Background: an optimization exercise with open tools, aiming at small area and few clock cycles. Do not read the settings as production practice. In this exercise RTL edits were held to simulation tests only and were not proved equivalent to the original.

## the baseline
==> flow/design.v (excerpt) <==
module spf_rx #(
    parameter [31:0] WINDOW_LEN = 32'd3_000_000,    
    parameter [31:0] COOLDOWN   = 32'd300_000_000   
) (
    input             clk,
    input             rst,
    input             in_valid,
    input      [7:0]  in_data,
    output            in_ready,
    output            idle,
    output reg        frame_valid,
    output     [5:0]  frame_len,
    output            reading_valid,
    output reg        sh_valid,
    output reg [1:0]  sh_status,
    output reg [15:0] sh_move_dist,
    output reg [7:0]  sh_move_energy,
    output reg [15:0] sh_static_dist,
    output reg [7:0]  sh_static_energy,
    output reg [15:0] sh_det_dist,
    input             tick,
    input      [31:0] now,
    output reg        pf_dyn,
    output reg        pf_stat,
    output            pf_robust
);
Size in the first run: about 2,000 cells after synthesis, about 120 I/O pins.
clock: 12.0 ns
lec_check: 0
abc_area: 1
cap_margin: 20
core_margin: 2
core_utilization: 50
slew_margin: 20
standard.sh (not shown) runs the stock make flow with config.mk's settings and CLKGATE_MAP_FILE= SYNTH_SCRIPT=/design/flow/synth_recipe.tcl, a recipe that flattens the netlist after the stock synthesis.
==> flow/flow/run.sh <==
#!/bin/bash
set -euo pipefail
export BUFFER_PORTS_ARGS="-buffer_cell sky130_fd_sc_hd__buf_1"
export CTS_ARGS="-sink_clustering_enable -repair_clock_nets -sink_clustering_size 20 -sink_clustering_max_diameter 80 -dont_use_dummy_load"
bash standard.sh > standard.log 2>&1
Testbench counts of the baseline, summed over its fixed seeds: cycles 72,728.
## Diff of input files: the candidate against the baseline
-- flow/design.v --
<<< the baseline, line 26
);
    localparam LMAX  = 54;
    localparam DEPTH = LMAX - 3;
    localparam [7:0] MARKER = 8'hAA;
    localparam       TELEM_MIN_LEN = 11;
>>> the candidate, line 26
);
    localparam LMAX  = 54;
    localparam DEPTH = LMAX - 5;
    localparam [7:0] MARKER = 8'hAA;
    localparam       TELEM_MIN_LEN = 11;
<<< the baseline, line 34
    reg [1:0] state;                  
    reg [1:0] iph;                    
    reg       p0seen;                 
    reg       p0f4, p0f8;             
    reg [5:0] iafter;                 
    assign in_ready = (ucnt == 6'd0);
>>> the candidate, line 34
    reg [1:0] state;                  
    reg [1:0] iph;                    
    reg [1:0] bcnt;                   
    reg [5:0] iafter;                 
    assign in_ready = (ucnt == 6'd0);
<<< the baseline, line 117
    wire do_emit  = body && last && match;
    wire do_fail  = body && last && !match;
    wire rewind   = do_fail && (iph == P_BODY) && p0seen;
    wire skip0    = (iph == P_BODY);                  
    wire s0_f4    = p0seen ? p0f4 : (b == 8'hF4);
    wire s0_f8    = p0seen ? p0f8 : (b == 8'hF8);
    reg  [1:0] n_state;
    reg  [1:0] n_hm;
>>> the candidate, line 116
    wire do_emit  = body && last && match;
    wire do_fail  = body && last && !match;
    reg  [1:0] sim;                   
    reg        sfok;                  
    reg        smk;                   
    reg  [1:0] sst;                   
    function fbyte;                   
        input [1:0] k;                
        input [5:0] l;
        input [7:0] x;
        begin
            if (l > k)
                fbyte = 1'b1;
            else
                case (k - l[1:0])
                    2'd0:    fbyte = (x == 8'hF8);
                    2'd1:    fbyte = (x == 8'hF7);
                    default: fbyte = (x == 8'hF6);
                endcase
        end
    endfunction
    wire       s_more = (bcnt != 2'd3);
    wire [1:0] n_bcnt = s_more ? bcnt + 2'd1 : bcnt;
    wire [1:0] n_sim  = s_more ? hstep((bcnt == 2'd0) ? 2'd0 : sim, b) : sim;
    wire       n_sfok = s_more ? (((bcnt == 2'd0) || sfok) && fbyte(bcnt, ilen, b)) : sfok;
    wire       n_smk  = (bcnt == 2'd1) ? (b == MARKER) :
                        (bcnt == 2'd2) ? (smk && (b[7:2] == 6'd0)) : smk;
    wire [1:0] n_sst  = (bcnt == 2'd2) ? b[1:0] : sst;
    wire rewind   = do_fail && (iph == P_BODY) && !s_more;
    wire skip0    = (iph == P_BODY);                  
    reg  [1:0] n_state;
    reg  [1:0] n_hm;
<<< the baseline, line 177
                    end
                    iafter <= 6'd0;
                    p0seen <= 1'b0;
                end else if (!p0seen) begin
                    p0seen <= 1'b1;
                    p0f4   <= (b == 8'hF4);
                    p0f8   <= (b == 8'hF8);
                end else
                    iafter <= iafter + 6'd1;
>>> the candidate, line 200
                    end
                    iafter <= 6'd0;
                    bcnt   <= 2'd0;
                end else if (s_more) begin
                    bcnt <= n_bcnt;
                    sim  <= n_sim;
                    sfok <= n_sfok;
                    smk  <= n_smk;
                    sst  <= n_sst;
                end else
                    iafter <= iafter + 6'd1;
<<< the baseline, line 198
                iph <= P_MATCH;
                if (state == P_BODY && skip0) begin
                    pos <= 6'd1;
                    im  <= s0_f4 ? 2'd1 : 2'd0;
                    fok <= (ilen != 6'd0) || s0_f8;
                end else begin
                    pos <= 6'd0;
>>> the candidate, line 223
                iph <= P_MATCH;
                if (state == P_BODY && skip0) begin
                    pos   <= {4'd0, n_bcnt};
                    im    <= n_sim;
                    fok   <= n_sfok;
                    mk_ok <= n_smk;
                    st    <= n_sst;
                end else begin
                    pos <= 6'd0;
Findings:
Comparing the baseline with the candidate, the clock network area share came out essentially unchanged.
Register-to-register slack: the candidate vs the baseline up 0.28 ns
When the candidate is measured against the baseline, its routed wire length turns out 2.5 mm higher.
Final critical delay including setup and external delays: the candidate vs the baseline down 0.20 ns
Going from the baseline to the candidate, largest net degree at the start of global routing went up; number of different library cells in the post-synthesis netlist went up.
Compared with the baseline, the candidate ends up with less cell area.
Total via count after detailed routing of the candidate is on par with the baseline.
Critical path depth ends up higher on the baseline.
First-iteration DRC count ends up lower on the candidate.
Setup slack: the candidate vs the baseline up 0.20 ns
Comparing the baseline and the candidate, the lower synthesized-area fraction occupied by adder cells is on the baseline.
Testbench counts of the candidate, summed over its fixed seeds: cycles 72,588.

-- static timing again, ports no longer ideal --
Ports are ideal in the flow. The routed layouts listed here were re-timed in OpenROAD.
Step 1 assumes that a clkbuf_16 drives the clock port and a buf_2 every other input.
Step 2, shift: input delay + t, output delay - t, t = (earliest + latest rising clock arrival at the registers) / 2. This alone moves slack from input paths to output paths.
Three values: ideal ports, drivers, drivers and shift; two values: the first two.
run | t (ns) | setup WS [ns] | worst setup path at the end | worst data-port slew with drivers (ns)
the baseline | 0.631 | 4.953 / 4.961 / 4.364 | input to register | 0.10
the candidate | 0.639 | 5.148 / 5.189 / 4.550 | input to register | 0.07
After both steps every run listed still meets setup and hold. For the candidate, which loses most, drivers alone change the setup slack by +0.041 ns; drivers and shift together by -0.598 ns.
